Source: an optimization exercise on an open RTL-to-GDS flow (aim: small area, a short achievable clock period and few clock cycles per item). Production flows keep margins and buffers that such runs may drop. At most, simulation tests tie the RTL to the original design; equivalence was not proved. Function not checked in run 2: the RTL went through the layout flow alone. Power figures rest on the tool's default switching activity, not on a simulated workload.

File: design/flow/run.sh
#!/bin/bash
# synth_recipe.tcl (not shown) runs the flow's synth.tcl, then flattens the netlist and writes it again
# the make line also repeats each setting of config.mk as NAME=value (left out here)
make -C /OpenROAD-flow-scripts/flow DESIGN_CONFIG=/design/flow/config.mk WORK_HOME=/design/flow/orfs CLKGATE_MAP_FILE= SYNTH_SCRIPT=/design/flow/synth_recipe.tcl finish
File: design/flow/config.mk
export PLATFORM = sky130hd
export DESIGN_NAME = sweep_decoder
export DESIGN_NICKNAME = sweep_decoder
export VERILOG_FILES = /design/flow/design.v
export SDC_FILE = /design/flow/constraint.sdc
export NUM_CORES = 4
export LEC_CHECK = 0
export CAP_MARGIN = 20
export CORE_MARGIN = 2
export CORE_UTILIZATION = 60
export CTS_BUF_LIST = sky130_fd_sc_hd__clkbuf_4 sky130_fd_sc_hd__clkbuf_8
export CTS_CLUSTER_SIZE = 30
export SETUP_SLACK_MARGIN = 5
export SLEW_MARGIN = 20
File: design/flow/constraint.sdc
create_clock -name core_clock -period 10.0 [get_ports {clk}]
set_input_delay 2.0000 -clock core_clock [delete_from_list [all_inputs] [get_ports {clk}]]
set_output_delay 2.0000 -clock core_clock [all_outputs]
set_load 0.01 [all_outputs]
File: design/flow/design.v
module sd_classifier (
    input  wire        clk,
    input  wire        rst,         
    input  wire        rst_in,      
    input  wire        in_valid,
    input  wire [7:0]  in_data,
    output wire        in_ready,
    input  wire        hold,        
    input  wire        restart,     
    input  wire        fast,        
    output reg         sym_v,
    output reg  [1:0]  sym,
    output reg         sym_is1,     
    output reg         sym2_v,      
    output reg  [1:0]  sym2,
    output wire [7:0]  nsym,
    output wire        ovf,
    output wire        last_pop     
);
    localparam [1:0] S_ZERO = 2'd0, S_ONE = 2'd1, S_AMB = 2'd2;
    reg  [6:0] pcnt;            
    reg        pprev;           
    wire [7:0] pb  = {in_data[0], in_data[1], in_data[2], in_data[3],
                      in_data[4], in_data[5], in_data[6], in_data[7]};
    wire [8:0] pin = {pcnt == 7'd127,
                      (pb ^ {pb[6:0], pprev}) & {7'h7f, pcnt != 7'd0}};
    reg  [8:0] hd, nx;          
    reg        hv, nv, rdy;
    wire       push = in_valid && rdy;
    assign in_ready = rdy;
    integer j;
    reg        mid;             
    reg  [2:0] pos;
    reg  [2:0] base;            
    reg  [7:0] count;           
    reg        ovf_r;
    reg        c_ok;            
    reg  [3:0] pcr;             
    reg        pcv;
    wire [7:0] rem   = hd[7:0];
    reg  [7:0] a, b;
    integer k;
    always @(*) begin
        for (k = 0; k < 8; k = k + 1) begin
            a[k] = |(rem & ((8'd1 << k) - 8'd1));
            b[k] = 1'b0;
            for (j = 0; j < k; j = j + 1)
                b[k] = b[k] | (rem[j] & |(rem & ((8'd1 << j) - 8'd1)));
        end
    end
    wire [7:0] hot   = rem & ~a;            
    wire [7:0] rem2  = rem & a;
    wire [7:0] hot2  = rem & a & ~b;        
    wire [7:0] rem3  = rem & b;
    wire       any   = |rem;
    wire       more  = |rem2;
    wire       more2 = |rem3;
    reg  [7:0] cz, co, c1;
    reg  [3:0] lj;              
    always @(*) begin
        for (j = 0; j < 8; j = j + 1) begin
            lj    = mid ? j - pos : base + j;
            cz[j] = lj >= 4'd5;
            co[j] = lj <= 4'd3;
            c1[j] = lj == 4'd1;
        end
    end
    wire [1:0] s1  = |(hot & cz) ? S_ZERO : |(hot & co) ? S_ONE : S_AMB;
    wire       i1  = |(hot & c1);
    wire [7:0] nr  = (hot << 1) | (hot << 2) | (hot << 3);
    wire [7:0] n4  = hot << 4;
    wire [1:0] s2  = |(hot2 & nr) ? S_ONE : |(hot2 & n4) ? S_AMB : S_ZERO;
    wire [3:0] pc = rem[0] + rem[1] + rem[2] + rem[3] + rem[4] + rem[5] + rem[6] + rem[7];
    wire go          = hv && !hold;
    wire counting    = fast || count[7] || ovf_r;
    wire detail_step = go && !counting && any;
    wire two         = detail_step && more && c_ok;
    wire pop         = go && (counting || !more || (c_ok && !more2));
    assign last_pop  = pop && hd[8];
    wire [7:0] hl = two ? hot2 : hot;
    wire [2:0] jl = {|(hl & 8'hf0), |(hl & 8'hcc), |(hl & 8'haa)};
    wire [2:0] base_pop = (hl[3:0] != 4'd0) ? 3'd5 : hl[4] ? 3'd4 : hl[5] ? 3'd3 :
                          hl[6] ? 3'd2 : 3'd1;
    wire [8:0] csum    = {1'b0, count} + {5'd0, pcr};
    wire [7:0] cnt1    = count + 8'd1;
    wire [7:0] cnt2    = count + 8'd2;
    wire [7:0] count_n = pcv ? csum[7:0] : !detail_step ? count : two ? cnt2 : cnt1;
    always @(posedge clk) begin
        if (push) begin
            nx    <= pin;
            pprev <= in_data[0];
        end
        if (pop)
            hd <= nv ? nx : pin;
        else if (detail_step)
            hd[7:0] <= two ? rem3 : rem2;
        else if (!hv)
            hd <= pin;
    end
    always @(posedge clk) begin
        if (rst_in) begin
            rdy  <= 1'b0;
        end
        if (rst) begin
            hv   <= 1'b0;
            nv   <= 1'b0;
            if (!rst_in) rdy <= 1'b1;
            pcnt <= 7'd0;
        end else if (!rst_in) begin
            if (push)
                pcnt <= pcnt + 7'd1;
            if (pop) begin
                hv <= nv || push;
                nv <= nv && push;
            end else if (push) begin
                hv <= 1'b1;
                nv <= hv;
            end
            rdy <= !(hv && nv && !pop) && !(hv && !nv && push && !pop) && !(hv && nv && push);
        end
    end
    always @(posedge clk) begin
        sym     <= s1;
        sym_is1 <= i1;
        sym2    <= s2;
    end
    always @(posedge clk) begin
        sym_v  <= 1'b0;
        sym2_v <= 1'b0;
        pcv    <= 1'b0;
        if (rst || restart) begin
            base  <= 3'd0;
            mid   <= 1'b0;
            count <= 8'd0;
            c_ok  <= 1'b0;
        end else begin
            count <= count_n;
            c_ok  <= (detail_step ? (two ? count < 8'd125 : count < 8'd126)
                                  : (count != 8'd0 && count < 8'd127));
            if (detail_step) begin
                sym_v   <= 1'b1;
                sym2_v  <= two;
            end else if (go && counting) begin
                pcr <= pc;
                pcv <= 1'b1;
            end
            if (pop) begin
                mid <= 1'b0;
                base <= detail_step ? base_pop : 3'd5;
            end else if (detail_step) begin
                mid <= 1'b1;
                pos <= jl;
            end
        end
    end
    always @(posedge clk) begin
        if (rst || restart) ovf_r <= 1'b0;
        else if (pcv && csum > 9'd128) ovf_r <= 1'b1;
    end
    assign ovf  = ovf_r;
    assign nsym = count[7:0];
endmodule
module sd_resolver (
    input  wire        clk,
    input  wire        rst,
    input  wire        restart,     
    input  wire        sym_v,
    input  wire [1:0]  sym,
    input  wire        sym_is1,
    input  wire        sym2_v,      
    input  wire [1:0]  sym2,
    input  wire        flush,       
    output wire        idle,        
    output reg         fast,        
    output reg  [63:0] chips,
    output reg         excl,
    output reg         skip0
);
    localparam [1:0] S_ZERO = 2'd0, S_ONE = 2'd1, S_AMB = 2'd2, S_NONE = 2'd3;
    function [1:0] fwd;
        input [1:0] cur, nxt, prv;
        input       last, first, kodd;
        begin
            fwd = cur;
            if (cur == S_AMB) begin
                if (last)
                    fwd = S_ZERO;
                else if (nxt == S_AMB || (!first && prv == S_AMB))
                    fwd = S_AMB;
                else if (kodd && nxt == S_ONE)
                    fwd = S_ONE;
                else if (!kodd && nxt == S_ZERO)
                    fwd = S_ZERO;
                else
                    fwd = S_AMB;
            end
        end
    endfunction
    reg       pend_v, pend_is0, len0_is1;
    reg [1:0] pend, prevf;
    reg       kfp;
    reg       fa_v, fb_v, fa_is0;
    reg [1:0] fa, fb;
    reg       kcp;
    reg [7:0] pn;           
    reg [7:0] tq;           
    reg       tv;
    wire       fwd_go   = pend_v && (sym_v || flush);
    wire       excl_now = pend_is0 ? (sym_v && len0_is1 && sym == S_AMB) : excl;
    wire [1:0] fva  = fwd(pend, sym, prevf, !sym_v, pend_is0, kfp);
    wire       kfa  = (fva == S_ONE && !(pend_is0 && excl_now)) ? !kfp : 1'b0;
    wire [1:0] fvb  = fwd(sym, sym2, fva, 1'b0, 1'b0, kfa);
    wire       kfb  = (fvb == S_ONE) ? !kfa : 1'b0;
    wire       do_b = fwd_go && sym2_v;
    always @(posedge clk) begin
        fa_v   <= 1'b0;
        fb_v   <= 1'b0;
        fa     <= (fwd_go && !rst && !restart) ? fva : S_NONE;
        fb     <= (fwd_go && sym2_v && !rst && !restart) ? fvb : S_NONE;
        fa_is0 <= pend_is0;
        if (rst || restart) begin
            pend_v <= 1'b0;
            excl   <= 1'b0;
            skip0  <= 1'b0;
            prevf  <= S_ZERO;
            kfp    <= 1'b0;
        end else begin
            if (fwd_go) begin
                fa_v   <= 1'b1;
                fb_v   <= sym2_v;
                prevf  <= do_b ? fvb : fva;
                kfp    <= do_b ? kfb : kfa;
                if (pend_is0) excl <= excl_now;
            end
            if (sym_v) begin
                pend     <= sym2_v ? sym2 : sym;
                pend_v   <= 1'b1;
                pend_is0 <= !pend_v;
                if (!pend_v) begin
                    len0_is1 <= sym_is1;
                    skip0    <= (sym != S_ZERO);
                end
            end else if (fwd_go) begin
                pend_v <= 1'b0;
            end
        end
    end
    wire [7:0] pq    = fa_is0 ? {7'd0, !skip0} : pn;     
    wire [1:0] cva   = (fa == S_AMB) ? (kcp ? S_ONE : S_ZERO) : fa;
    wire       onea  = cva == S_ONE;
    wire       keepa = onea && !(fa_is0 && excl);
    wire       kca   = keepa ? !kcp : 1'b0;
    wire [7:0] tgta  = keepa ? tq : pq;
    wire [1:0] cvb   = (fb == S_AMB) ? (kca ? S_ONE : S_ZERO) : fb;
    wire       oneb  = cvb == S_ONE;
    wire       kcb   = oneb ? !kca : 1'b0;
    wire [7:0] tgtb  = oneb ? tgta : pq + 8'd1;
    wire       c1    = tv && ((fa == S_ZERO && kcp) || (fb == S_ZERO && kca));
    wire [7:0] tgt_n = fb_v ? tgtb : tgta;
    integer k;
    always @(posedge clk) begin
        if (rst || restart) begin
            kcp   <= 1'b0;
            tv    <= 1'b0;
            tq    <= 8'd0;
            fast  <= 1'b0;
        end else if (fa_v) begin
            kcp <= fb_v ? kcb : kca;
            tq  <= tgt_n;
            tv  <= tv || !(fb_v ? oneb && keepa : keepa);
            pn  <= pq + (fb_v ? 8'd2 : 8'd1);
            if (tgt_n > 8'd64) fast <= 1'b1;
        end
    end
    always @(posedge clk) begin
        for (k = 0; k < 64; k = k + 1)
            if (rst || restart)
                chips[63-k] <= 1'b0;
            else if ((onea && pq == k + 1) || (oneb && pq == k) || (c1 && tq == k + 1))
                chips[63-k] <= 1'b1;
    end
    assign idle = fast || (!sym_v && !pend_v && !fa_v);
endmodule
module sd_matcher (
    input  wire        clk,
    input  wire        rst,
    input  wire [16:0] tap0,
    input  wire [16:0] tap1,
    input  wire [63:0] chips_in,
    input  wire        start,
    input  wire        zap,         
    output reg         busy,
    output reg  [63:0] chips,
    output reg         found,
    output reg         poly,
    output reg  [3:0]  offset,
    output reg  [5:0]  window,
    output reg  [2:0]  thr,
    output reg  [5:0]  dist0,
    output reg  [5:0]  dist1
);
    reg        pass2;
    reg        run1;        
    reg [5:0]  tau;         
    reg        act;         
    reg [16:0] l0, l1, z0, z1;
    reg        s2v;         
    reg        g0, g1;      
    reg [7:0]  e0, e1;
    reg [2:0]  d0 [0:8];
    reg [2:0]  d1 [0:8];
    reg [2:0]  rq;          
    function [2:0] hq;      
        input [2:0] q;
        begin
            case (q)
                3'd0:    hq = 3'd4;
                3'd1:    hq = 3'd3;
                3'd2:    hq = 3'd2;
                default: hq = 3'd1;
            endcase
        end
    endfunction
    function [5:0] endq;    
        input [2:0] q;
        begin
            case (q)
                3'd0:    endq = 6'd47;
                3'd1:    endq = 6'd38;
                3'd2:    endq = 6'd29;
                3'd3:    endq = 6'd20;
                default: endq = 6'd11;
            endcase
        end
    endfunction
    wire [3:0] so   = found ? offset : 4'd1;      
    wire [5:0] send = endq(rq);                   
    wire y0 = ^(l0 & tap0);
    wire y1 = ^(l1 & tap1);
    reg [8:0] x0, x1;
    integer o, m;
    always @(*) begin
        for (o = 0; o < 9; o = o + 1) begin
            x0[o] = g0;
            x1[o] = g1;
            for (m = 0; m < o; m = m + 1) begin
                x0[o] = x0[o] ^ (e0[m] & z0[m+1]);
                x1[o] = x1[o] ^ (e1[m] & z1[m+1]);
            end
        end
    end
    wire sx0 = x0[so];
    wire sx1 = x1[so];
    reg  sb0, sb1;
    reg       chk;
    reg [2:0] grp;
    reg [2:0] grp_n;
    reg       chk_n;
    always @(*) begin
        chk_n = 1'b1;
        case (tau)
            6'd47:   grp_n = 3'd0;
            6'd38:   grp_n = 3'd1;
            6'd29:   grp_n = 3'd2;
            6'd20:   grp_n = 3'd3;
            6'd11:   grp_n = 3'd4;
            default: begin grp_n = 3'd4; chk_n = 1'b0; end
        endcase
    end
    wire [2:0] h = hq(grp);
    reg [8:0] mt;
    always @(*) begin
        for (o = 0; o < 9; o = o + 1)
            mt[o] = (d0[o] != d1[o]) &&
                    (((d0[o] < d1[o]) ? d0[o] : d1[o]) <= h) &&
                    (grp != 3'd4 || o < 2);
    end
    reg [8:0] mtr, hpr;
    reg       chk2;
    reg [2:0] grp2;
    always @(posedge clk) begin
        for (o = 0; o < 9; o = o + 1) begin
            mtr[o] <= mt[o];
            hpr[o] <= (d1[o] < d0[o]);
        end
        grp2 <= grp;
    end
    reg       hit, hp;
    reg [3:0] ho;
    always @(*) begin
        hit = 1'b0; ho = 4'd1; hp = 1'b0;
        for (o = 8; o >= 0; o = o - 1)
            if (mtr[o]) begin
                hit = 1'b1; ho = o; hp = hpr[o];
            end
    end
    reg  fin, fin0;         
    wire done2 = s2v && pass2 && tau == send;
    reg  done3;             
    wire ld    = start || fin;
    always @(posedge clk) begin
        if (rst || zap) begin
            busy <= 1'b0;
            run1 <= 1'b0;
            s2v  <= 1'b0;
            chk  <= 1'b0;
            chk2 <= 1'b0;
            fin0 <= 1'b0;
            fin  <= 1'b0;
            done3 <= 1'b0;
        end else if (start) begin
            busy  <= 1'b1;
            pass2 <= 1'b0;
            run1  <= 1'b1;
            s2v   <= 1'b0;
            chk   <= 1'b0;
            chk2  <= 1'b0;
            fin0  <= 1'b0;
            fin   <= 1'b0;
            done3 <= 1'b0;
        end else begin
            chk  <= !pass2 && s2v && chk_n;
            chk2 <= chk;
            fin0 <= !pass2 && s2v && tau == 6'd47;
            fin  <= fin0;
            done3 <= done2;
            if (done3) busy <= 1'b0;
            if (fin) begin
                pass2 <= 1'b1;
                run1  <= 1'b1;
            end else if (run1 && tau == 6'd46) begin
                run1 <= 1'b0;
            end
            s2v <= run1;
            if (done2) begin
                run1 <= 1'b0;
                s2v  <= 1'b0;
            end
        end
    end
    always @(posedge clk) begin
        if (ld) begin
            tau <= 6'd0;
            act <= start ? chips_in[46] : chips[46];
            l0  <= start ? chips_in[63:47] : chips[63:47];
            l1  <= start ? chips_in[63:47] : chips[63:47];
            z0  <= 17'd1;
            z1  <= 17'd1;
        end else if (run1) begin
            tau <= tau + 6'd1;
            act <= chips[6'd45 - tau];
            l0  <= {l0[15:0], y0};
            l1  <= {l1[15:0], y1};
            z0  <= {z0[15:0], ^(z0 & tap0)};
            z1  <= {z1[15:0], ^(z1 & tap1)};
        end
        g0 <= y0 ^ act;
        g1 <= y1 ^ act;
    end
    always @(posedge clk) begin
        grp <= grp_n;
        if (start) begin
            for (o = 0; o < 9; o = o + 1) begin
                d0[o] <= 3'd0;
                d1[o] <= 3'd0;
            end
        end else if (s2v) begin
            for (o = 0; o < 9; o = o + 1) begin
                if (tau > o) begin
                    if (d0[o] != 3'd7) d0[o] <= d0[o] + {2'd0, x0[o]};
                    if (d1[o] != 3'd7) d1[o] <= d1[o] + {2'd0, x1[o]};
                end
                if (o < 8 && tau == o + 1) begin
                    e0[o] <= x0[o];
                    e1[o] <= x1[o];
                end
            end
        end
        sb0 <= !zap && s2v && pass2 && tau > {2'd0, so} && sx0;
        sb1 <= !zap && s2v && pass2 && tau > {2'd0, so} && sx1;
        if (zap || fin) begin
            dist0 <= 6'd0;
            dist1 <= 6'd0;
        end else begin
            dist0 <= dist0 + {5'd0, sb0};
            dist1 <= dist1 + {5'd0, sb1};
        end
    end
    always @(posedge clk) begin
        if (zap || (chk2 && !hit && grp2 == 3'd4)) begin
            found  <= 1'b0;
            poly   <= 1'b0;
            offset <= 4'd2;
            rq     <= 3'd4;
            thr    <= 3'd1;
        end else if (chk2 && hit) begin
            found  <= 1'b1;
            poly   <= hp;
            offset <= ho;
            rq     <= grp2;
            thr    <= hq(grp2);
        end
        if (zap)        window <= 6'd9;
        else if (pass2) window <= found ? send - {2'd0, offset} : 6'd9;
        if (zap)        chips <= 64'd0;
        else if (start) chips <= chips_in;
    end
endmodule
module sweep_decoder (
    input  wire        clk,
    input  wire        rst,
    input  wire [16:0] tap0,
    input  wire [16:0] tap1,
    input  wire        in_valid,
    output wire        in_ready,
    input  wire [7:0]  in_data,
    output wire        out_valid,
    input  wire        out_ready,
    output wire [63:0] out_chips,
    output reg  [7:0]  out_nsym,
    output reg         out_ovf,
    output reg         out_excl,
    output reg         out_skip0,
    output wire        out_found,
    output wire        out_poly,
    output wire [3:0]  out_offset,
    output wire [5:0]  out_window,
    output wire [2:0]  out_thr,
    output wire [5:0]  out_dist0,
    output wire [5:0]  out_dist1
);
    reg  rs;
    always @(posedge clk) rs <= rst;
    reg  held;                  
    reg  ovalid;
    wire mat_busy;
    wire res_idle;
    wire last_pop;
    wire fast, ovf;
    reg  mcur;                  
    reg  rel;                   
    wire mfree   = !mat_busy && !ovalid && !rel;
    reg  handoff;
    always @(posedge clk)
        handoff <= !rs && !handoff && held && res_idle && !ovalid && !rel && (mcur || mfree);
    wire early   = fast && !mcur && mfree && !held;
    wire mstart  = early || (handoff && !mcur && !ovf);
    wire mzap    = handoff && ovf;
    always @(posedge clk) begin
        if (rs || handoff) held <= 1'b0;
        else if (last_pop)  held <= 1'b1;
    end
    always @(posedge clk) begin
        if (rs) begin
            mcur <= 1'b0;
            rel  <= 1'b0;
        end else begin
            if (handoff)    mcur <= 1'b0;
            else if (early) mcur <= 1'b1;
            if (handoff)    rel <= 1'b1;
            else if (rel && !mat_busy) rel <= 1'b0;
        end
    end
    wire       sym_v, sym_is1, sym2_v;
    wire [1:0] sym, sym2;
    wire [7:0] nsym;
    sd_classifier u_cls (
        .clk      (clk),
        .rst      (rs),
        .rst_in   (rst),
        .in_valid (in_valid),
        .in_data  (in_data),
        .in_ready (in_ready),
        .hold     (held),
        .restart  (handoff),
        .fast     (fast),
        .sym_v    (sym_v),
        .sym      (sym),
        .sym_is1  (sym_is1),
        .sym2_v   (sym2_v),
        .sym2     (sym2),
        .nsym     (nsym),
        .ovf      (ovf),
        .last_pop (last_pop)
    );
    wire [63:0] chips;
    wire        excl, skip0;
    sd_resolver u_res (
        .clk     (clk),
        .rst     (rs),
        .restart (handoff),
        .sym_v   (sym_v),
        .sym     (sym),
        .sym_is1 (sym_is1),
        .sym2_v  (sym2_v),
        .sym2    (sym2),
        .flush   (held),
        .idle    (res_idle),
        .fast    (fast),
        .chips   (chips),
        .excl    (excl),
        .skip0   (skip0)
    );
    sd_matcher u_mat (
        .clk      (clk),
        .rst      (rs),
        .tap0     (tap0),
        .tap1     (tap1),
        .chips_in (chips),
        .start    (mstart),
        .zap      (mzap),
        .busy     (mat_busy),
        .chips    (out_chips),
        .found    (out_found),
        .poly     (out_poly),
        .offset   (out_offset),
        .window   (out_window),
        .thr      (out_thr),
        .dist0    (out_dist0),
        .dist1    (out_dist1)
    );
    always @(posedge clk) begin
        if (handoff) begin
            out_nsym  <= ovf ? 8'd0 : nsym;
            out_ovf   <= ovf;
            out_excl  <= excl && !ovf;
            out_skip0 <= skip0 && !ovf;
        end
    end
    always @(posedge clk) begin
        if (rst || rs)                ovalid <= 1'b0;
        else if (rel && !mat_busy)    ovalid <= 1'b1;
        else if (ovalid && out_ready) ovalid <= 1'b0;
    end
    assign out_valid = ovalid;
endmodule
==> out/metrics.csv, run 1 <==
stage;metric;value;unit
detailed_routing;DRC;0;
floorplan;io pins;150;
timing;Fin. Hold Viols;0;
synth;Seq cells post-synth;451;
global_routing;vias in the first global route;20800;
detailed_routing;antenna-violating nets left;0;
clocking;clock latency (worst-skew pair);0.65;ns
global_routing;GRT overflow;0;
finish;synthesis-to-finish area growth;13.9;%
global_routing;busiest layer in global routing;met2;
timing;Max Fclk;0.234;GHz
critical_path;Worst Setup End Kind;register;
clocking;Root Driver;clkbuf_8;
floorplan;Die Wd;207;um
run_status;status;timing/DRC/antenna clean;
synth;synth top area cells;dfxtp_1 28%, edfxtp_1 12%, ha_1 7.6%, a21oi_1 6.7%, nand2_1 6.5%;
critical_path;r2r startpoint;u_cls.hd[0];
power;Power, Total;0.00443;W
critical_path;Worst Path Required;10.38;ns
synth;top post-synthesis cells by count;431 x nand2_1, 350 x dfxtp_1, 334 x a21oi_1;
timing;max_slew headroom;0.274;
clocking;hold buffer count at cts;0;
hold_path;Hold Crit Endpoint;u_mat.grp2[2];
finish;Finished Cell Area;0.0282;mm2
synth;Mean Syn Cell Area;8.66;um2
global_routing;M1 GR Usage;0.414;
detailed_routing;Initial DRC Count;1808;
finish;layout cell share with drive strength beyond 1;0.0742;
timing;Setup violations, final;0;
placement;DPL Wire Length;48900;um
detailed_routing;vias per cell;6.12;
global_routing;met3 Use GR;0.0562;
clocking;Inserted Clock Buffers;76;
synth;ys async rst share;0;
detailed_routing;Post-Route WL;68500;um
clocking;Reg clk slew, reported paths;0.06;ns
detailed_routing;routed via count;21600;
timing;Final period util;0.427;
detailed_routing;drt first pass iters;6;
synth;cells after synthesis;2860;
critical_path;Critical Path Slowest Stage Cell;nor2b_1;
timing;Max Slew Vio Count;0;
timing;Final Worst Setup Slack;5.73;ns
clocking;CTS tree;yes;
critical_path;Worst path max stage delay;0.89;ns
clocking;Resize count post-CTS;0;
critical_path;CP Cell Sequence;inv_1 > ha_1 > nor2b_1 > o221ai_1 > nand3_1 > a2bb2oi_1 > a311oi_4 > buf_4 > and2_1 > nor2b_2 > a221o_1;
finish;NumNets Final;3150;
clocking;number of H-tree levels;3;
critical_path;Critical Setup Path Class;reg -> reg;
critical_path;Worst R2R Path Depth;11;
run;number of max-cap violations;0;
critical_path;Startpoint Class;register;
floorplan;initial core utilization;0.607;
timing;setup TNS;0;ns
synth;post-synthesis sequential area ratio;0.405;
timing;Worst-Margin Slew;1.08;ns
hold_path;Min-Delay Path Class;reg -> reg;
global_routing;GR Layer Usage met2;0.509;
hold_path;hold path cells;0;
global_routing;GRT Overall Usage;0.313;
synth;Mapped Area;0.0248;mm2
synth;Syn Nets;3065;
global_routing;first-pass GRT wire length;110000;um
synth;Post-synth EDFFs;101;
timing;min Tclk post-route;4.27;ns
synth;Ys Warns;10;
global_routing;largest net degree at the start of global routing;89;
placement;RD Place Congestion;0.923;
synth;Netlist cell types;86;
critical_path;Buf+Inv Stages, Crit Path;2;
placement;Placement Cell Area;0.0265;mm2
clocking;# clock sinks;451;
power;Leakage;10.7;nW
power;maximum vdd drop;0.126;mV
synth;most common cell in the netlist;nand2_1;
synth;Synth area leader;dfxtp_1;
placement;IO Port Bufs;149;
detailed_routing;routed len/inst;19.4;um
global_routing;initial antenna violation count;0;
floorplan;Die Span Y;207;um
clocking;Max clock buf depth;3;
timing;RSZ-0062 raised after global routing;false;
floorplan;Rows;74;
hold_path;worst hold start;u_mat.grp[2];
critical_path;CP delay by family, top;simple AND/OR/NAND/NOR gates;
synth;Top FF cell, synth;dfxtp_1;
critical_path;Arr. time, crit path;4.65;ns
floorplan;core area;0.0408;mm2
critical_path;RR Endpoint;u_cls.hd[6];
synth;post-synth top area share;0.283;
finish;FILL cells;3333;
critical_path;reg2reg setup slack;5.73;ns
timing;clk_skew;0.0366;ns
critical_path;Max FO, Critical Path;15;
power;Cell Pwr Density;157;mW/mm2
placement;Setup WS pre-CTS;5.70;ns
clocking;postcts setup bufs;0;
timing;WHS;0.386;ns
floorplan;Die ar.;0.0429;mm2
finish;ANT cells;0;
## final cells by class
type,count,area [um2],share of cell area
timing repair buffer,170,1650,0.0585
inverter,124,465,0.0165
multi-input combinational,2122,13700,0.485
clock inverter,23,250,0.00887
sequential,451,10000,0.356
clock buffer,116,1450,0.0515
tap,532,666,0.0236
## stage by stage
stage | instances | utilization
final | 3538 | 0.691
after global routing | 3538 | 0.691
after floorplan | 2860 | -
after global placement | 3399 | 0.649
after CTS | 3538 | 0.690
after detailed placement | 3399 | 0.649
## layout by cell type (no fill, tap or decap), types with 13 or more instances in the layout
| master | instances |
|---|---|
| mux2i_1 | 59 |
| edfxtp_1 | 101 |
| clkbuf_8 | 93 |
| clkdlybuf4s50_1 | 149 |
| and3_1 | 16 |
| nor4_1 | 17 |
| nand3_1 | 46 |
| nor2b_1 | 35 |
| dfxtp_1 | 349 |
| nand2b_1 | 68 |
| a221oi_1 | 67 |
| inv_1 | 121 |
| ha_1 | 151 |
| a22oi_1 | 31 |
| nor2_1 | 254 |
| nand2_1 | 431 |
| a31oi_1 | 46 |
| buf_4 | 21 |
| nand4_1 | 13 |
| a211oi_1 | 28 |
| a21oi_1 | 334 |
| o21ai_0 | 76 |
| nor3_1 | 43 |
| mux4_2 | 21 |
| clkbuf_4 | 23 |
| xnor2_1 | 95 |
| a21o_1 | 20 |
| and2_1 | 34 |
| xor2_1 | 46 |
## sequential cells by signal, indices dropped and copies added (netlist names), 7 cells and up
name	flops
u_mat.chips	64
u_res.chips	64
u_mat.d0	27
u_mat.d1	27
u_mat.l0	17
u_mat.l1	17
u_mat.z0	17
u_mat.z1	17
u_cls.hd	9
u_cls.nx	9
u_mat.hpr	9
u_mat.mtr	9
out_nsym	8
u_cls.count	8
u_mat.e0	8
u_mat.e1	8
u_res.pn	8
u_res.tq	8
u_cls.pcnt	7
## layer usage
layer	share of wire	vias to the layer above
li1	-	10300
met1	0.43	10400
met2	0.46	828
met3	0.071	158
met4	0.036	0
met5	0	-
## logic make-up after synthesis
| kind of cell | synth area share |
|---|---|
| mux | 0.0457 |
| fa+ha+maj | 0.0835 |
| xor+xnor | 0.0561 |
| simple gates | 0.186 |
| flops | 0.405 |
| buf+inv | 0.0450 |
| compound gates | 0.179 |
## worst max-delay path by stage
| stage | from | to | slack [ns] | depth (start not counted) |
|---|---|---|---|---|
| final | u_cls.hd[0] | u_cls.hd[6] | 5.73 | 11 |
| after detailed placement | in_valid | u_cls.pcnt[5] | 5.70 | 6 |
| after global placement | in_valid | u_cls.pcnt[5] | 5.76 | 6 |
| after CTS | u_cls.hd[0] | u_cls.hd[6] | 5.81 | 11 |
| after global routing | u_cls.hd[0] | u_cls.hd[6] | 5.61 | 11 |
| after floorplan | in_valid | u_cls.pcnt[5] | 6.35 | 7 |
## report_power, final
part | internal, W | leakage [nW] | switching [W] | total, W
clock | 0.00106 | 0.905 | 0.000770 | 0.00183
combinational | 0.000255 | 6.01 | 0.000345 | 0.000600
sequential | 0.00192 | 3.76 | 0.0000808 | 0.00200
total | 0.00324 | 10.7 | 0.00120 | 0.00443
Testbench counts, summed over its fixed seeds: cycles 13,553, items 96.
==> run 2, diff against run 1 <==
--- a/design/flow/design.v
+++ b/design/flow/design.v
@@ -20,14 +20,21 @@
     localparam [1:0] S_ZERO = 2'd0, S_ONE = 2'd1, S_AMB = 2'd2;
     reg  [6:0] pcnt;            
     reg        pprev;           
-    wire [7:0] pb  = {in_data[0], in_data[1], in_data[2], in_data[3],
-                      in_data[4], in_data[5], in_data[6], in_data[7]};
-    wire [8:0] pin = {pcnt == 7'd127,
-                      (pb ^ {pb[6:0], pprev}) & {7'h7f, pcnt != 7'd0}};
+    reg  [7:0] s0;
+    reg        s0p, s0f, s0l, s0v;
+    wire [7:0] pb  = {s0[0], s0[1], s0[2], s0[3], s0[4], s0[5], s0[6], s0[7]};
+    wire [8:0] pin = {s0l, (pb ^ {pb[6:0], s0p}) & {7'h7f, !s0f}};
     reg  [8:0] hd, nx;          
+    reg  [3:0] hc;              
     reg        hv, nv, rdy;
     wire       push = in_valid && rdy;
     assign in_ready = rdy;
+    function [3:0] popc;
+        input [7:0] x;
+        begin
+            popc = x[0] + x[1] + x[2] + x[3] + x[4] + x[5] + x[6] + x[7];
+        end
+    endfunction
     integer j;
     reg        mid;             
     reg  [2:0] pos;
@@ -70,12 +77,12 @@
     wire [7:0] nr  = (hot << 1) | (hot << 2) | (hot << 3);
     wire [7:0] n4  = hot << 4;
     wire [1:0] s2  = |(hot2 & nr) ? S_ONE : |(hot2 & n4) ? S_AMB : S_ZERO;
-    wire [3:0] pc = rem[0] + rem[1] + rem[2] + rem[3] + rem[4] + rem[5] + rem[6] + rem[7];
+    wire [3:0] pc = hc;
     wire go          = hv && !hold;
     wire counting    = fast || count[7] || ovf_r;
-    wire detail_step = go && !counting && any;
-    wire two         = detail_step && more && c_ok;
-    wire pop         = go && (counting || !more || (c_ok && !more2));
+    wire detail_step = go && !counting && hc != 4'd0;
+    wire two         = detail_step && hc[3:1] != 3'd0 && c_ok;
+    wire pop         = go && (counting || hc[3:1] == 3'd0 || (c_ok && hc <= 4'd2));
     assign last_pop  = pop && hd[8];
     wire [7:0] hl = two ? hot2 : hot;
     wire [2:0] jl = {|(hl & 8'hf0), |(hl & 8'hcc), |(hl & 8'haa)};
@@ -85,17 +92,31 @@
     wire [7:0] cnt1    = count + 8'd1;
     wire [7:0] cnt2    = count + 8'd2;
     wire [7:0] count_n = pcv ? csum[7:0] : !detail_step ? count : two ? cnt2 : cnt1;
+    wire       hd_take = !hv || pop;
+    wire       m1      = hd_take && nv;             
+    wire       m0h     = hd_take && !nv && s0v;     
+    wire       m0n     = s0v && !nv && !hd_take || s0v && m1;    
+    wire       s0used  = m0h || m0n;
+    wire       hv_n    = hv && !pop || m1 || m0h;
+    wire       nv_n    = nv && !m1 || m0n;
+    wire       s0v_n   = s0v && !s0used || push;
     always @(posedge clk) begin
         if (push) begin
-            nx    <= pin;
+            s0    <= in_data;
+            s0p   <= pprev;
+            s0f   <= pcnt == 7'd0;
+            s0l   <= pcnt == 7'd127;
             pprev <= in_data[0];
         end
-        if (pop)
+        if (m0n)
+            nx <= pin;
+        if (hd_take) begin
             hd <= nv ? nx : pin;
-        else if (detail_step)
+            hc <= nv ? popc(nx[7:0]) : popc(pin[7:0]);
+        end else if (detail_step) begin
             hd[7:0] <= two ? rem3 : rem2;
-        else if (!hv)
-            hd <= pin;
+            hc      <= hc - (two ? 4'd2 : 4'd1);
+        end
     end
     always @(posedge clk) begin
         if (rst_in) begin
@@ -104,19 +125,16 @@
         if (rst) begin
             hv   <= 1'b0;
             nv   <= 1'b0;
+            s0v  <= 1'b0;
             if (!rst_in) rdy <= 1'b1;
             pcnt <= 7'd0;
         end else if (!rst_in) begin
             if (push)
                 pcnt <= pcnt + 7'd1;
-            if (pop) begin
-                hv <= nv || push;
-                nv <= nv && push;
-            end else if (push) begin
-                hv <= 1'b1;
-                nv <= hv;
-            end
-            rdy <= !(hv && nv && !pop) && !(hv && !nv && push && !pop) && !(hv && nv && push);
+            hv  <= hv_n;
+            nv  <= nv_n;
+            s0v <= s0v_n;
+            rdy <= ({1'b0, hv_n} + {1'b0, nv_n} + {1'b0, s0v_n}) < 2'd3;
         end
     end
     always @(posedge clk) begin
--- a/design/flow/config.mk
+++ b/design/flow/config.mk
@@ -8,7 +8,5 @@
 export CAP_MARGIN = 20
 export CORE_MARGIN = 2
 export CORE_UTILIZATION = 60
-export CTS_BUF_LIST = sky130_fd_sc_hd__clkbuf_4 sky130_fd_sc_hd__clkbuf_8
-export CTS_CLUSTER_SIZE = 30
 export SETUP_SLACK_MARGIN = 5
 export SLEW_MARGIN = 20
==> run 2 against run 1 <==
  * Routed wire length shrank 1.9%
  * Highest routed layer unchanged
  * Core utilization decreased by 0.54 points
  * Clock skew is 0.015 ns lower
  * Still clean on timing, DRC and antenna
  * Die area rose by 1.6%
  * Clock power barely moved
  * Critical endpoint is now out_offset[1]
  * Sequential power rose by 24%
  * Register-to-register slack better by 0.83 ns
  * Final cell count down 0.51%
  * Area after synthesis rose by 1.6%
  * Fmax increased by 9.8%
==> out/metrics.csv, run 2 <==
stage;metric;value;unit
run_status;status;timing/DRC/antenna clean;
timing;Final period util;0.389;
detailed_routing;drt first pass iters;6;
synth;Mapped Area;0.0252;mm2
synth;post-synthesis sequential area ratio;0.416;
detailed_routing;vias per cell;6.07;
clocking;postcts setup bufs;0;
critical_path;Critical Path Slowest Stage Cell;dfxtp_1;
clocking;number of H-tree levels;2;
floorplan;Die ar.;0.0436;mm2
synth;Ys Warns;10;
detailed_routing;Post-Route WL;67200;um
floorplan;Die Span Y;209;um
global_routing;GRT Overall Usage;0.305;
detailed_routing;antenna-violating nets left;0;
critical_path;Worst path max stage delay;0.66;ns
global_routing;initial antenna violation count;0;
synth;Syn Nets;3086;
power;Leakage;10.8;nW
critical_path;Max FO, Critical Path;11;
finish;multi-input logic area;0.0136;mm2
clocking;clock latency (worst-skew pair);0.59;ns
detailed_routing;Initial DRC Count;1719;
timing;RSZ-0062 raised after global routing;false;
clocking;Inserted Clock Buffers;50;
critical_path;CP Cell Sequence;clkdlybuf4s50_1;
floorplan;Rows;75;
floorplan;Die Wd;209;um
synth;post-synth top area share;0.279;
detailed_routing;routed via count;21400;
timing;max_slew headroom;0.230;
finish;Finished Cell Area;0.0286;mm2
finish;ANT cells;0;
clocking;CTS tree;yes;
finish;most frequent cells in the layout;449 x nand2_1, 350 x dfxtp_1, 340 x a21oi_1;
critical_path;Worst Path Required;8.00;ns
placement;RD Place Congestion;0.927;
floorplan;io pins;150;
clocking;hold buffer count at cts;0;
floorplan;core area;0.0417;mm2
synth;Mean Syn Cell Area;8.76;um2
detailed_routing;routed len/inst;19.1;um
synth;most common cell in the netlist;nand2_1;
timing;setup TNS;0;ns
run;number of max-cap violations;0;
global_routing;first-pass GRT wire length;108000;um
synth;synth top area cells;dfxtp_1 28%, edfxtp_1 14%, ha_1 7.7%, a21oi_1 6.8%, nand2_1 6.7%;
hold_path;Min-Delay Path Class;reg -> reg;
floorplan;initial core utilization;0.604;
synth;Netlist cell types;80;
timing;min Tclk post-route;3.89;ns
global_routing;GRT overflow;0;
placement;DPL Wire Length;48700;um
placement;Placement Cell Area;0.0269;mm2
finish;layout cell share with drive strength beyond 1;0.0550;
clocking;Reg clk slew, reported paths;0.06;ns
synth;Top FF cell, synth;dfxtp_1;
timing;Worst-Margin Slew;1.15;ns
finish;register area;0.0105;mm2
placement;IO Port Bufs;149;
clocking;Resize count post-CTS;0;
global_routing;vias in the first global route;20400;
critical_path;Startpoint Class;register;
finish;synthesis-to-finish area growth;13.4;%
clocking;# clock sinks;466;
finish;NumNets Final;3154;
clocking;Max clock buf depth;3;
critical_path;Buf+Inv Stages, Crit Path;1;
clocking;Root Driver;clkbuf_16;
critical_path;Arr. time, crit path;1.89;ns
power;Power, Total;0.00617;W
timing;Setup violations, final;0;
global_routing;largest net degree at the start of global routing;95;
synth;ys async rst share;0;
finish;commonest non-fill, non-tap cell in the layout;nand2_1;
critical_path;Worst Setup End Kind;output port;
detailed_routing;DRC;0;
timing;Fin. Hold Viols;0;
timing;WHS;0.398;ns
power;maximum vdd drop;0.144;mV
finish;FILL cells;3395;
power;Cell Pwr Density;216;mW/mm2
timing;clk_skew;0.0213;ns
timing;Max Slew Vio Count;0;
synth;Synth area leader;dfxtp_1;
critical_path;CP delay by family, top;flip-flops;
synth;cells after synthesis;2873;
timing;Max Fclk;0.257;GHz
synth;top post-synthesis cells by count;449 x nand2_1, 351 x dfxtp_1, 340 x a21oi_1;
synth;Seq cells post-synth;466;
synth;Post-synth EDFFs;115;
finish;Largest regs;u_mat.chips x64, u_res.chips x64;
critical_path;Critical Setup Path Class;reg -> out;
-- run 2: cell types whose count changed after synthesis, sizes merged, moves of 6 or more --
cell    before  now
a211oi      29   35
a21oi      334  341
a31oi       46   37
and2        35   26
buf         29   39
clkbuf     134  118
edfxtp     101  115
nand2      432  451
nand2b      68   59
nand3       46   40
nor2       258  250
nor2b       36   44
o21ai       78   91
xor2        46   56
-- run 2: cell families (layout without fill, tap and decap cells) --
family / Yosys count / in the layout / synth area share
simple gates: 1005 / 1005 / 0.178
xor+xnor: 155 / 155 / 0.0582
buf+inv: 281 / 389 / 0.0432
compound gates: 715 / 715 / 0.176
flops: 466 / 466 / 0.416
mux: 80 / 80 / 0.0402
fa+ha+maj: 171 / 171 / 0.0885
-- run 2: layout make-up --
| type | instances | area share |
|---|---|---|
| clock buffers | 67 | 0.0507 |
| clock inverters | 25 | 0.00648 |
| inverters | 124 | 0.0163 |
| multi-input cells | 2126 | 0.477 |
| flip-flops and latches | 466 | 0.367 |
| well taps | 539 | 0.0236 |
| repair buffers | 173 | 0.0585 |
-- run 2: per-layer routing --
layer | wire length [um] | track usage | vias up
met5 | 0 | 0 | -
met4 | 2230 | 0.105 | 0
met3 | 4820 | 0.0544 | 146
met2 | 30700 | 0.488 | 752
met1 | 29500 | 0.417 | 10200
li1 | - | - | 10300
-- run 2: worst paths after layout --
check,depth (start not counted),slack [ns],startpoint,endpoint
worst max register to register,11,6.56,u_res.fa_is0,u_res.fast
worst min-delay path,0,0.40,u_mat.grp[2],u_mat.grp2[2]
worst max-delay path,1,6.11,u_mat.offset[1],out_offset[1]
worst min register to register,0,0.40,u_mat.grp[2],u_mat.grp2[2]
-- run 2: report_power, final --
group          internal, W  switching (W)
Combinational     0.000807        0.00104
Clock              0.00107       0.000773
Sequential         0.00218       0.000303
-- run 2: through the flow --
step | utilization | cells | worst slack, ns
after floorplan | - | 2873 | 6.50
after detailed placement | 0.646 | 3426 | 5.67
after global routing | 0.685 | 3520 | 6.04
after CTS | 0.685 | 3518 | 6.08
final | 0.685 | 3520 | 6.11
after global placement | 0.645 | 3425 | 5.77
==> run 3, diff against run 2 <==
--- a/design/flow/design.v
+++ b/design/flow/design.v
@@ -14,7 +14,9 @@
     output reg         sym2_v,      
     output reg  [1:0]  sym2,
     output wire [7:0]  nsym,
-    output wire        ovf,
+    output wire        ovf,         
+    output wire [7:0]  nsym_now,    
+    output wire        ovf_now,
     output wire        last_pop     
 );
     localparam [1:0] S_ZERO = 2'd0, S_ONE = 2'd1, S_AMB = 2'd2;
@@ -176,6 +178,8 @@
         else if (pcv && csum > 9'd128) ovf_r <= 1'b1;
     end
     assign ovf  = ovf_r;
+    assign ovf_now  = ovf_r || (pcv && csum > 9'd128);
+    assign nsym_now = pcv ? csum[7:0] : count;
     assign nsym = count[7:0];
 endmodule
 module sd_resolver (
@@ -560,10 +564,13 @@
     wire mfree   = !mat_busy && !ovalid && !rel;
     reg  handoff;
     always @(posedge clk)
-        handoff <= !rs && !handoff && held && res_idle && !ovalid && !rel && (mcur || mfree);
+        handoff <= !rs && !handoff && !ovalid && !rel &&
+                   ((held && res_idle && (mcur || mfree)) ||
+                    (last_pop && fast && mcur));
     wire early   = fast && !mcur && mfree && !held;
     wire mstart  = early || (handoff && !mcur && !ovf);
-    wire mzap    = handoff && ovf;
+    reg  mzap;
+    always @(posedge clk) mzap <= !rs && handoff && ovf_now;
     always @(posedge clk) begin
         if (rs || handoff) held <= 1'b0;
         else if (last_pop)  held <= 1'b1;
@@ -581,7 +588,8 @@
     end
     wire       sym_v, sym_is1, sym2_v;
     wire [1:0] sym, sym2;
-    wire [7:0] nsym;
+    wire [7:0] nsym, nsym_now;
+    wire       ovf_now;
     sd_classifier u_cls (
         .clk      (clk),
         .rst      (rs),
@@ -599,6 +607,8 @@
         .sym2     (sym2),
         .nsym     (nsym),
         .ovf      (ovf),
+        .nsym_now (nsym_now),
+        .ovf_now  (ovf_now),
         .last_pop (last_pop)
     );
     wire [63:0] chips;
@@ -639,10 +649,10 @@
     );
     always @(posedge clk) begin
         if (handoff) begin
-            out_nsym  <= ovf ? 8'd0 : nsym;
-            out_ovf   <= ovf;
-            out_excl  <= excl && !ovf;
-            out_skip0 <= skip0 && !ovf;
+            out_nsym  <= ovf_now ? 8'd0 : nsym_now;
+            out_ovf   <= ovf_now;
+            out_excl  <= excl && !ovf_now;
+            out_skip0 <= skip0 && !ovf_now;
         end
     end
     always @(posedge clk) begin
==> run 3 against run 2 <==
  * Critical path type unchanged
  * Die area up 1.0%
  * Highest routed layer unchanged
  * Clock-buffer cell count increased by 8
  * Total power shrank 25%
  * Still clean on timing, DRC and antenna
  * Fmax rose by 2.5%
  * Clock power about the same
  * First-iteration DRC count grew 14%
  * Clock skew decreased by 0.0016 ns
  * Routed wire length grew 0.83%
  * Via count is 0.43% higher
  * Setup slack gained 0.093 ns
  * Non-clock buffer count stayed put
==> out/metrics.csv, run 3 <==
stage;metric;value;unit
run_status;status;timing/DRC/antenna clean;
synth;Mean Syn Cell Area;8.78;um2
critical_path;Max FO, Critical Path;9;
finish;synthesis-to-finish area growth;13.1;%
floorplan;core area;0.0419;mm2
power;Power, Total;0.00464;W
floorplan;Die Span Y;210;um
finish;Largest regs;u_mat.chips x64, u_res.chips x64;
clocking;Inserted Clock Buffers;49;
placement;RD Place Congestion;0.895;
timing;Setup violations, final;0;
timing;Fin. Hold Viols;0;
critical_path;Critical Path Slowest Stage Cell;clkdlybuf4s50_1;
finish;NumNets Final;3167;
synth;Adder-Cell Fraction of Synth Area;0.0872;
synth;synth top area cells;dfxtp_1 28%, edfxtp_1 14%, ha_1 7.6%, nand2_1 6.3%, a21oi_1 6.2%;
critical_path;Worst Path Required;8.00;ns
critical_path;Worst path max stage delay;0.62;ns
global_routing;vias in the first global route;20200;
placement;DPL Wire Length;48800;um
global_routing;initial antenna violation count;1;
synth;Top FF cell, synth;dfxtp_1;
timing;Final period util;0.380;
synth;post-synthesis compound-gate area fraction;0.174;
finish;most frequent cells in the layout;430 x nand2_1, 350 x dfxtp_1, 314 x a21oi_1;
synth;Syn Nets;3109;
detailed_routing;DRC;0;
critical_path;Critical Setup Path Class;reg -> out;
synth;post-synth top area share;0.277;
detailed_routing;DR WL met2;32000;um
clocking;Root Driver;clkbuf_16;
synth;Post-synth EDFFs;115;
floorplan;Die ar.;0.0440;mm2
synth;post-synthesis sequential area ratio;0.413;
synth;Netlist cell types;97;
synth;Seq cells post-synth;467;
clocking;Resize count post-CTS;0;
clocking;Max clock buf depth;3;
timing;max_slew headroom;0.273;
critical_path;CP Cell Sequence;clkdlybuf4s50_1;
floorplan;io pins;150;
synth;Ys Warns;10;
clocking;# clock sinks;467;
critical_path;Buf+Inv Stages, Crit Path;1;
synth;most common cell in the netlist;nand2_1;
synth;Synth area leader;dfxtp_1;
timing;min Tclk post-route;3.80;ns
power;maximum vdd drop;0.127;mV
critical_path;Startpoint Class;register;
detailed_routing;drt first pass iters;5;
timing;setup TNS;0;ns
clocking;Reg clk slew, reported paths;0.06;ns
hold_path;Min-Delay Path Class;reg -> reg;
detailed_routing;routed via count;21400;
global_routing;GRT overflow;0;
timing;Final Worst Setup Slack;6.20;ns
detailed_routing;routed len/inst;19.2;um
synth;cells after synthesis;2896;
clocking;postcts setup bufs;0;
synth;XOR/XNOR Fraction of Synth Area;0.0590;
finish;Layout Utilization;0.687;
critical_path;CP delay by family, top;buffers and inverters;
clocking;number of H-tree levels;2;
synth;Synth Area in Simple Gates;0.180;
power;Cell Pwr Density;161;mW/mm2
detailed_routing;highest metal used;met4;
finish;layout cell share with drive strength beyond 1;0.0531;
detailed_routing;M1 WL;29800;um
critical_path;Arr. time, crit path;1.80;ns
run;number of max-cap violations;0;
finish;commonest non-fill, non-tap cell in the layout;nand2_1;
clocking;hold buffer count at cts;0;
detailed_routing;metal3 WL;4330;um
critical_path;Worst Setup End Kind;output port;
clocking;clock latency (worst-skew pair);0.60;ns
floorplan;Die Wd;210;um
clocking;CTS tree;yes;
synth;top post-synthesis cells by count;430 x nand2_1, 352 x dfxtp_1, 314 x a21oi_1;
timing;clk_skew;0.0197;ns
detailed_routing;vias per cell;6.07;
floorplan;Rows;75;
synth;Mapped Area;0.0254;mm2
timing;RSZ-0062 raised after global routing;false;
global_routing;largest net degree at the start of global routing;98;
detailed_routing;Initial DRC Count;1959;
power;Leakage;10.8;nW
timing;Max Slew Vio Count;0;
floorplan;initial core utilization;0.608;
detailed_routing;antenna-violating nets left;0;
placement;IO Port Bufs;149;
synth;mux cell area share after synthesis;0.0418;
global_routing;first-pass GRT wire length;109000;um
global_routing;GRT Overall Usage;0.306;
synth;largest family of logic cells by synthesized area;simple AND/OR/NAND/NOR gates;
timing;Worst-Margin Slew;1.09;ns
synth;ys async rst share;0;
placement;Setup WS pre-CTS;5.87;ns
timing;Max Fclk;0.263;GHz
detailed_routing;Post-Route WL;67800;um
-- run 3: cell types whose count changed after synthesis, moves of 10 or more --
cell      before  now
a21oi_1      340  314
o21ai_0       91   71
nand2_1      449  430
nor2_1       250  267
o21ai_1        0   14
nand3_1       40   53
nor3_1        46   33
a221oi_1      64   52
o22ai_1        7   19
buf_2         20   10
-- run 3: logic make-up (layout without fill, tap and decap cells) --
family,after synthesis,in the layout
and+or+nand+nor,1016,1016
AOI/OAI and AO/OA,703,703
DFF,467,467
buffers and inverters,294,391
adders and majority gates,170,170
xor gates and xnor gates,163,163
muxes,83,83
other,0,1
-- run 3: area by class of cell --
class	count	area, um2
Fill cell	3447	13100
Multi-Input combinational cell	2135	13800
Sequential cell	467	10500
Clock buffer	75	1430
Clock inverter	15	199
Timing Repair Buffer	173	1670
Inverter	128	485
Tap cell	539	674
Antenna cell	1	2.50
-- run 3: metal layers --
layer / vias to the layer above / GRT usage
met4: 0 / 0.0934
met2: 732 / 0.506
met5: - / 0
met1: 10300 / 0.417
li1: 10300 / -
met3: 112 / 0.0468
-- run 3: worst paths after layout --
check	start	end	slack [ns]	cells past startpoint
setup / recovery	u_mat.offset[0]	out_offset[0]	6.20	1
hold / removal	u_mat.grp[2]	u_mat.grp2[2]	0.38	0
setup reg to reg	u_cls.s0[7]	u_cls.hc[2]	6.57	12
hold reg to reg	u_mat.grp[2]	u_mat.grp2[2]	0.38	0
-- run 3: power breakdown --
part,internal (W),switching (W),total (W)
Clock,0.00109,0.000761,0.00185
Sequential,0.00202,0.000112,0.00213
Combinational,0.000286,0.000377,0.000662
Total,0.00339,0.00125,0.00464
-- run 3: through the flow --
step	instances	cell area [um2]	hold WS (ns)
6_report	3533	28800	0.381
5_1_grt	3532	28800	0.406
4_1_cts	3532	28700	0.382
3_5_place_dp	3442	27100	0.374
3_3_place_gp	3442	27100	0.369
2_1_floorplan	2896	25400	0.356
Testbench counts of run 3, summed over its fixed seeds: cycles 13,478, items 96.
==> run 4, diff against run 3 <==
--- a/design/flow/design.v
+++ b/design/flow/design.v
@@ -524,8 +524,7 @@
         end
         if (zap)        window <= 6'd9;
         else if (pass2) window <= found ? send - {2'd0, offset} : 6'd9;
-        if (zap)        chips <= 64'd0;
-        else if (start) chips <= chips_in;
+        if (zap || start) chips <= chips_in;
     end
 endmodule
 module sweep_decoder (
==> run 4 against run 3 <==
  * Highest routed layer unchanged
  * Core utilization up 1.1 points
  * Area after synthesis fell by 1.2%
  * Clock skew down 0.0071 ns
  * Synthesized cell count fell by 7.2%
==> out/metrics.csv, run 4 <==
stage;metric;value;unit
run_status;status;timing/DRC/antenna clean;
synth;top post-synthesis cells by count;304 x nand2_1, 288 x dfxtp_1, 275 x a21oi_1;
finish;layout cell share with drive strength beyond 1;0.0538;
run;number of max-cap violations;0;
global_routing;vias in the first global route;19300;
clocking;# clock sinks;467;
critical_path;CP delay by family, top;buffers and inverters;
clocking;Inserted Clock Buffers;49;
timing;Fin. Hold Viols;0;
power;Sw Pwr;0.00187;W
timing;WHS;0.379;ns
floorplan;core area;0.0411;mm2
global_routing;GRT overflow;0;
timing;RSZ-0062 raised after global routing;false;
clocking;CTS tree;yes;
critical_path;Worst Path Required;8.00;ns
floorplan;Rows;74;
timing;min Tclk post-route;3.81;ns
floorplan;initial core utilization;0.611;
critical_path;Buf+Inv Stages, Crit Path;1;
floorplan;io pins;150;
synth;Synth area leader;dfxtp_1;
hold_path;Min-Delay Path Class;reg -> reg;
detailed_routing;routed len/inst;19.9;um
synth;post-synthesis sequential area ratio;0.443;
global_routing;GRT Overall Usage;0.301;
power;switching share of power;0.315;
synth;most common cell in the netlist;nand2_1;
timing;Final period util;0.381;
power;Comb pwr share;0.250;
floorplan;Die Span Y;209;um
finish;commonest non-fill, non-tap cell in the layout;nand2_1;
synth;ys async rst share;0;
clocking;Reg clk slew, reported paths;0.06;ns
timing;clk_skew;0.0126;ns
power;Cell Pwr Density;207;mW/mm2
placement;RD Place Congestion;0.902;
power;clock share of power;0.341;
timing;max_slew headroom;0.238;
floorplan;Die ar.;0.0435;mm2
finish;Largest regs;u_mat.chips x64, u_res.chips x64;
synth;Post-synth EDFFs;179;
power;Leakage;10.9;nW
power;Reg power frac;0.409;
detailed_routing;antenna-violating nets left;0;
critical_path;Max FO, Critical Path;8;
timing;Setup violations, final;0;
critical_path;Critical Path Slowest Stage Cell;clkdlybuf4s50_1;
synth;post-synth top area share;0.229;
detailed_routing;vias per cell;6.10;
detailed_routing;drt first pass iters;6;
detailed_routing;DRC;0;
synth;synth top area cells;dfxtp_1 23%, edfxtp_1 21%, ha_1 7.7%, a21oi_1 5.5%, nand2_1 4.5%;
timing;Max Slew Vio Count;0;
clocking;hold buffer count at cts;0;
placement;DPL Wire Length;47700;um
clocking;postcts setup bufs;0;
clocking;Root Driver;clkbuf_16;
critical_path;CP Cell Sequence;clkdlybuf4s50_1;
synth;Seq cells post-synth;467;
floorplan;Die Wd;209;um
synth;Mean Syn Cell Area;9.35;um2
synth;Top FF cell, synth;dfxtp_1;
critical_path;Worst Setup End Kind;output port;
detailed_routing;Post-Route WL;66400;um
synth;cells after synthesis;2687;
clocking;number of H-tree levels;2;
clocking;Max clock buf depth;3;
global_routing;first-pass GRT wire length;105000;um
synth;Syn Nets;2900;
timing;Max Fclk;0.263;GHz
finish;NumNets Final;2978;
synth;Ys Warns;10;
placement;IO Port Bufs;149;
power;internal power;0.00408;W
global_routing;largest net degree at the start of global routing;100;
timing;setup TNS;0;ns
detailed_routing;routed via count;20400;
critical_path;Critical Setup Path Class;reg -> out;
finish;ANT cells;0;
synth;Mapped Area;0.0251;mm2
critical_path;Startpoint Class;register;
finish;most frequent cells in the layout;304 x nand2_1, 287 x dfxtp_1, 275 x a21oi_1;
critical_path;Worst path max stage delay;0.63;ns
synth;Netlist cell types;79;
clocking;Resize count post-CTS;0;
global_routing;initial antenna violation count;0;
critical_path;Arr. time, crit path;1.81;ns
finish;synthesis-to-finish area growth;14.3;%
clocking;clock latency (worst-skew pair);0.60;ns
timing;Worst-Margin Slew;1.14;ns
power;maximum vdd drop;0.150;mV
detailed_routing;Initial DRC Count;2311;
## run 4: cell types whose count changed after synthesis, sizes merged, moves of 7 or more
cell	change
clkbuf	-16
xnor2	-9
nand2	-127
nand2b	+7
o22ai	-15
a211oi	-8
a21oi	-40
nand3	-8
edfxtp	+64
a221oi	+12
dfxtp	-64
buf	-9
nor3	+10
## run 4: final timing paths
| check | startpoint | endpoint | slack, ns | cells after the start |
|---|---|---|---|---|
| worst max-delay path | u_mat.offset[0] | out_offset[0] | 6.19 | 1 |
| worst min-delay path | u_mat.grp[2] | u_mat.grp2[2] | 0.38 | 0 |
| worst max register to register | u_mat.g0 | u_mat.d0[8][1] | 6.47 | 8 |
| worst min register to register | u_mat.grp[2] | u_mat.grp2[2] | 0.38 | 0 |
## run 4: logic make-up after synthesis
logic type                 count (synthesis)  synth area share
and+or+nand+nor                          897             0.165
AOI/OAI and AO/OA                        633             0.158
DFF                                      467             0.443
buffers and inverters                    274            0.0418
adders and majority gates                172            0.0890
xor gates and xnor gates                 160            0.0585
muxes                                     84            0.0438
## run 4: power by group through the flow
stage | Clock (W) | Sequential [W] | Combinational [W]
after floorplan | 0 | 0.00235 | 0.00116
after global placement | 0 | 0.00247 | 0.00141
after detailed placement | 0 | 0.00247 | 0.00147
after CTS | 0.00205 | 0.00243 | 0.00149
after global routing | 0.00213 | 0.00246 | 0.00167
final | 0.00203 | 0.00244 | 0.00149
## run 4: final cells by class
type,count,area [um2]
clock buffer,60,1370
clock inverter,32,443
fill,3205,12400
inverter,133,500
multi-input combinational,1946,13000
sequential,467,11100
tap,532,666
timing repair buffer,168,1630
## run 4: per-layer routing
metal / routed length [um] / GRT usage
met4: 2280 / 0.109
met3: 4780 / 0.0503
met5: 0 / 0
met1: 28400 / 0.408
met2: 31000 / 0.490
## run 4: through the flow
stage	instance area, um2	setup WS [ns]	power [W]	utilization	cells
floorplan	25100	6.59	0.00351	-	2687
global placement	26900	5.92	0.00388	0.654	3246
detailed placement	26900	5.82	0.00394	0.654	3246
CTS	28700	6.18	0.00597	0.698	3338
global route	28700	6.15	0.00626	0.698	3338
finish	28700	6.19	0.00596	0.698	3338
Testbench counts of run 4, summed over its fixed seeds: cycles 13,478, items 96.
==> run 5, diff against run 4 <==
--- a/design/flow/design.v
+++ b/design/flow/design.v
@@ -355,7 +355,7 @@
             endcase
         end
     endfunction
-    wire [3:0] so   = found ? offset : 4'd1;      
+    reg  [3:0] so;                                
     wire [5:0] send = endq(rq);                   
     wire y0 = ^(l0 & tap0);
     wire y1 = ^(l1 & tap1);
@@ -514,16 +514,18 @@
             poly   <= 1'b0;
             offset <= 4'd2;
             rq     <= 3'd4;
+            so     <= 4'd1;
             thr    <= 3'd1;
+            window <= 6'd9;
         end else if (chk2 && hit) begin
             found  <= 1'b1;
             poly   <= hp;
             offset <= ho;
             rq     <= grp2;
+            so     <= ho;
             thr    <= hq(grp2);
+            window <= endq(grp2) - {2'd0, ho};
         end
-        if (zap)        window <= 6'd9;
-        else if (pass2) window <= found ? send - {2'd0, offset} : 6'd9;
         if (zap || start) chips <= chips_in;
     end
 endmodule
==> run 5 against run 4 <==
  * Clock power fell by 9%
  * Clock-buffer cell count rose by 12
  * Non-clock buffer count fell by 2
  * Clock skew rose by 0.0065 ns
  * Worst hold slack improved by 0.035 ns
  * First-iteration DRC count fell by 25%
  * Sequential power barely moved
  * Flip-flop and latch count rose by 2
  * Global-route usage fell by 0.19 points
  * Core utilization fell by 1.3 points
  * Largest cell class unchanged
  * Largest power group unchanged
==> out/metrics.csv, run 5 <==
stage;metric;value;unit
run_status;status;timing/DRC/antenna clean;
detailed_routing;routed via count;20300;
synth;most common cell in the netlist;nand2_1;
synth;cells after synthesis;2708;
synth;synth top area cells;dfxtp_1 23%, edfxtp_1 21%, ha_1 7.6%, a21oi_1 5.3%, nand2_1 5.0%;
floorplan;Rows;75;
synth;Seq cells post-synth;469;
finish;synthesis-to-finish area growth;13.3;%
detailed_routing;Initial DRC Count;1739;
finish;ANT cells;0;
hold_path;Min-Delay Path Class;reg -> reg;
finish;Largest regs;u_mat.chips x64, u_res.chips x64;
clocking;number of H-tree levels;2;
critical_path;Arr. time, crit path;5.22;ns
timing;Fin. Hold Viols;0;
floorplan;initial core utilization;0.605;
synth;Ys Warns;10;
timing;clk_skew;0.0190;ns
detailed_routing;routed len/inst;19.7;um
synth;Netlist cell types;79;
critical_path;Worst Setup End Kind;register;
timing;Worst-Margin Slew;1.20;ns
timing;Max Slew Vio Count;0;
timing;RSZ-0062 raised after global routing;false;
critical_path;Startpoint Class;register;
power;maximum vdd drop;0.128;mV
timing;Max Fclk;0.210;GHz
floorplan;Die Wd;209;um
timing;WHS;0.414;ns
synth;ys async rst share;0;
timing;Setup violations, final;0;
clocking;hold buffer count at cts;0;
placement;IO Port Bufs;149;
global_routing;largest net degree at the start of global routing;86;
synth;Top FF cell, synth;dfxtp_1;
synth;Synth area leader;dfxtp_1;
clocking;# clock sinks;469;
hold_path;hold path cells;0;
finish;commonest non-fill, non-tap cell in the layout;nand2_1;
critical_path;Worst Path Required;10.46;ns
global_routing;GRT overflow;0;
clocking;Inserted Clock Buffers;49;
finish;most frequent cells in the layout;335 x nand2_1, 289 x dfxtp_1, 268 x a21oi_1;
detailed_routing;antenna-violating nets left;0;
clocking;Reg clk slew, reported paths;0.06;ns
finish;layout cell share with drive strength beyond 1;0.0522;
detailed_routing;drt first pass iters;5;
detailed_routing;Post-Route WL;66200;um
synth;Post-synth EDFFs;179;
synth;post-synth top area share;0.230;
placement;DPL Wire Length;47200;um
synth;post-synthesis sequential area ratio;0.443;
timing;max_slew headroom;0.196;
clocking;clock latency (worst-skew pair);0.61;ns
critical_path;Max FO, Critical Path;16;
floorplan;core area;0.0418;mm2
synth;Syn Nets;2921;
timing;Final period util;0.476;
run;number of max-cap violations;0;
clocking;Root Driver;clkbuf_16;
detailed_routing;DRC;0;
global_routing;vias in the first global route;19200;
synth;top post-synthesis cells by count;335 x nand2_1, 290 x dfxtp_1, 268 x a21oi_1;
clocking;Max clock buf depth;3;
placement;RD Place Congestion;0.932;
synth;Mapped Area;0.0253;mm2
detailed_routing;vias per cell;6.06;
critical_path;Worst R2R Path Depth;8;
global_routing;GRT Overall Usage;0.299;
floorplan;Die Span Y;209;um
global_routing;initial antenna violation count;0;
critical_path;Critical Setup Path Class;reg -> reg;
clocking;CTS tree;yes;
global_routing;first-pass GRT wire length;105000;um
power;Leakage;10.7;nW
timing;min Tclk post-route;4.76;ns
timing;setup TNS;0;ns
synth;Mean Syn Cell Area;9.32;um2
clocking;postcts setup bufs;0;
floorplan;Die ar.;0.0437;mm2
floorplan;io pins;150;
finish;NumNets Final;2991;
power;Cell Pwr Density;208;mW/mm2
clocking;Resize count post-CTS;0;
-- run 5: cell types whose count changed after synthesis, moves of 7 or more --
cell	delta
a21oi_1	-7
a221oi_1	+7
and2_1	+9
inv_1	-8
nand2_1	+31
o211ai_1	+11
-- run 5: worst max-delay path, cell delays in order (launching register included) --
cell and delay [ns]:
dfxtp_1 0.95, clkinv_1 0.85, ha_1 1.11, mux2i_1 0.21, mux4_2 0.52, and3_1 0.19
a2111oi_0 0.36, o21ai_0 0.25, nand4_1 0.15
-- run 5: final timing paths --
path                 from             to  slack [ns]
max reg2reg  u_mat.tau[1]      u_mat.act        5.24
min reg2reg  u_mat.grp[2]  u_mat.grp2[2]        0.41
max          u_mat.tau[1]      u_mat.act        5.24
min          u_mat.grp[2]  u_mat.grp2[2]        0.41
-- run 5: kinds of logic (layout without fill, tap and decap cells) --
family	count (synthesis)	in the layout	synth area share
AOI/OAI and AO/OA	640	640	0.161
adders and majority gates	172	172	0.0886
DFF	469	469	0.443
xor gates and xnor gates	167	167	0.0613
and+or+nand+nor	902	902	0.163
buffers and inverters	272	382	0.0416
muxes	86	86	0.0424
-- run 5: where the power goes --
part           total [W]  switching [W]  internal, W  leakage (nW)
Sequential       0.00247       0.000278      0.00219          4.02
Combinational    0.00163       0.000895     0.000734          5.88
Clock            0.00184       0.000773      0.00107         0.796
Total            0.00594        0.00195      0.00400          10.7
-- run 5: metrics by stage --
step	instances	util	worst slack, ns	cell area (um2)	total power [W]
after CTS	3357	0.685	5.35	28600	0.00597
final	3357	0.685	5.24	28600	0.00594
after global placement	3266	0.646	5.53	27000	0.00404
after global routing	3357	0.685	5.10	28600	0.00626
after detailed placement	3266	0.646	5.36	27000	0.00412
after floorplan	2708	-	6.70	25300	0.00365
-- run 5: layout make-up --
type / instances / area (um2)
inverter: 125 / 469
sequential: 469 / 11200
clock buffer: 72 / 1390
fill: 3330 / 13200
multi-input combinational: 1967 / 13000
timing repair buffer: 166 / 1620
tap: 539 / 674
clock inverter: 19 / 223
-- run 5: metal layers --
layer,track usage,wire length (um),vias up
met5,0,0,-
met3,0.0374,4250,114
met4,0.0966,1880,0
met2,0.488,31100,742
li1,-,-,9773
met1,0.417,29000,9717
Testbench counts of run 5, summed over its fixed seeds: cycles 13,478, items 96.

-- static timing again, ports no longer ideal --
In the flow no input, the clock included, has a driving cell. The finished layouts below were timed again as built, in two steps. Step 1 sets driving cells, clkbuf_16 on the clock port and buf_2 on the other inputs (assumed; they add their load-dependent delay and slew). Step 2 also shifts input and output timing later by t, the mid clock arrival at the registers, as if the neighbouring blocks saw the same clock. Three values: no drivers, after step 1, after step 2; two values: the first two.
run | shift t [ns] | slack for setup (ns) | worst setup path at the end | latest minus earliest clock arrival (ns) | worst register clock-pin slew, ns
run 1 | 0.690 | 5.726 / 5.726 / 5.656 | input to register | 0.043 / 0.042 | 0.07 / 0.07
run 2 | 0.639 | 6.106 / 6.051 / 5.702 | input to register | 0.023 / 0.023 | 0.07 / 0.07
run 3 | 0.651 | 6.199 / 6.142 / 5.883 | input to register | 0.021 / 0.022 | 0.06 / 0.06
run 4 | 0.654 | 6.191 / 6.134 / 5.818 | input to register | 0.019 / 0.018 | 0.07 / 0.07
run 5 | 0.654 | 5.236 / 5.236 / 5.236 | register to register | 0.020 / 0.020 | 0.07 / 0.07
After both steps every run listed still meets setup and hold. The setup slack of run 2, which loses most, moves by -0.055 ns with the drivers and by -0.404 ns with both steps.
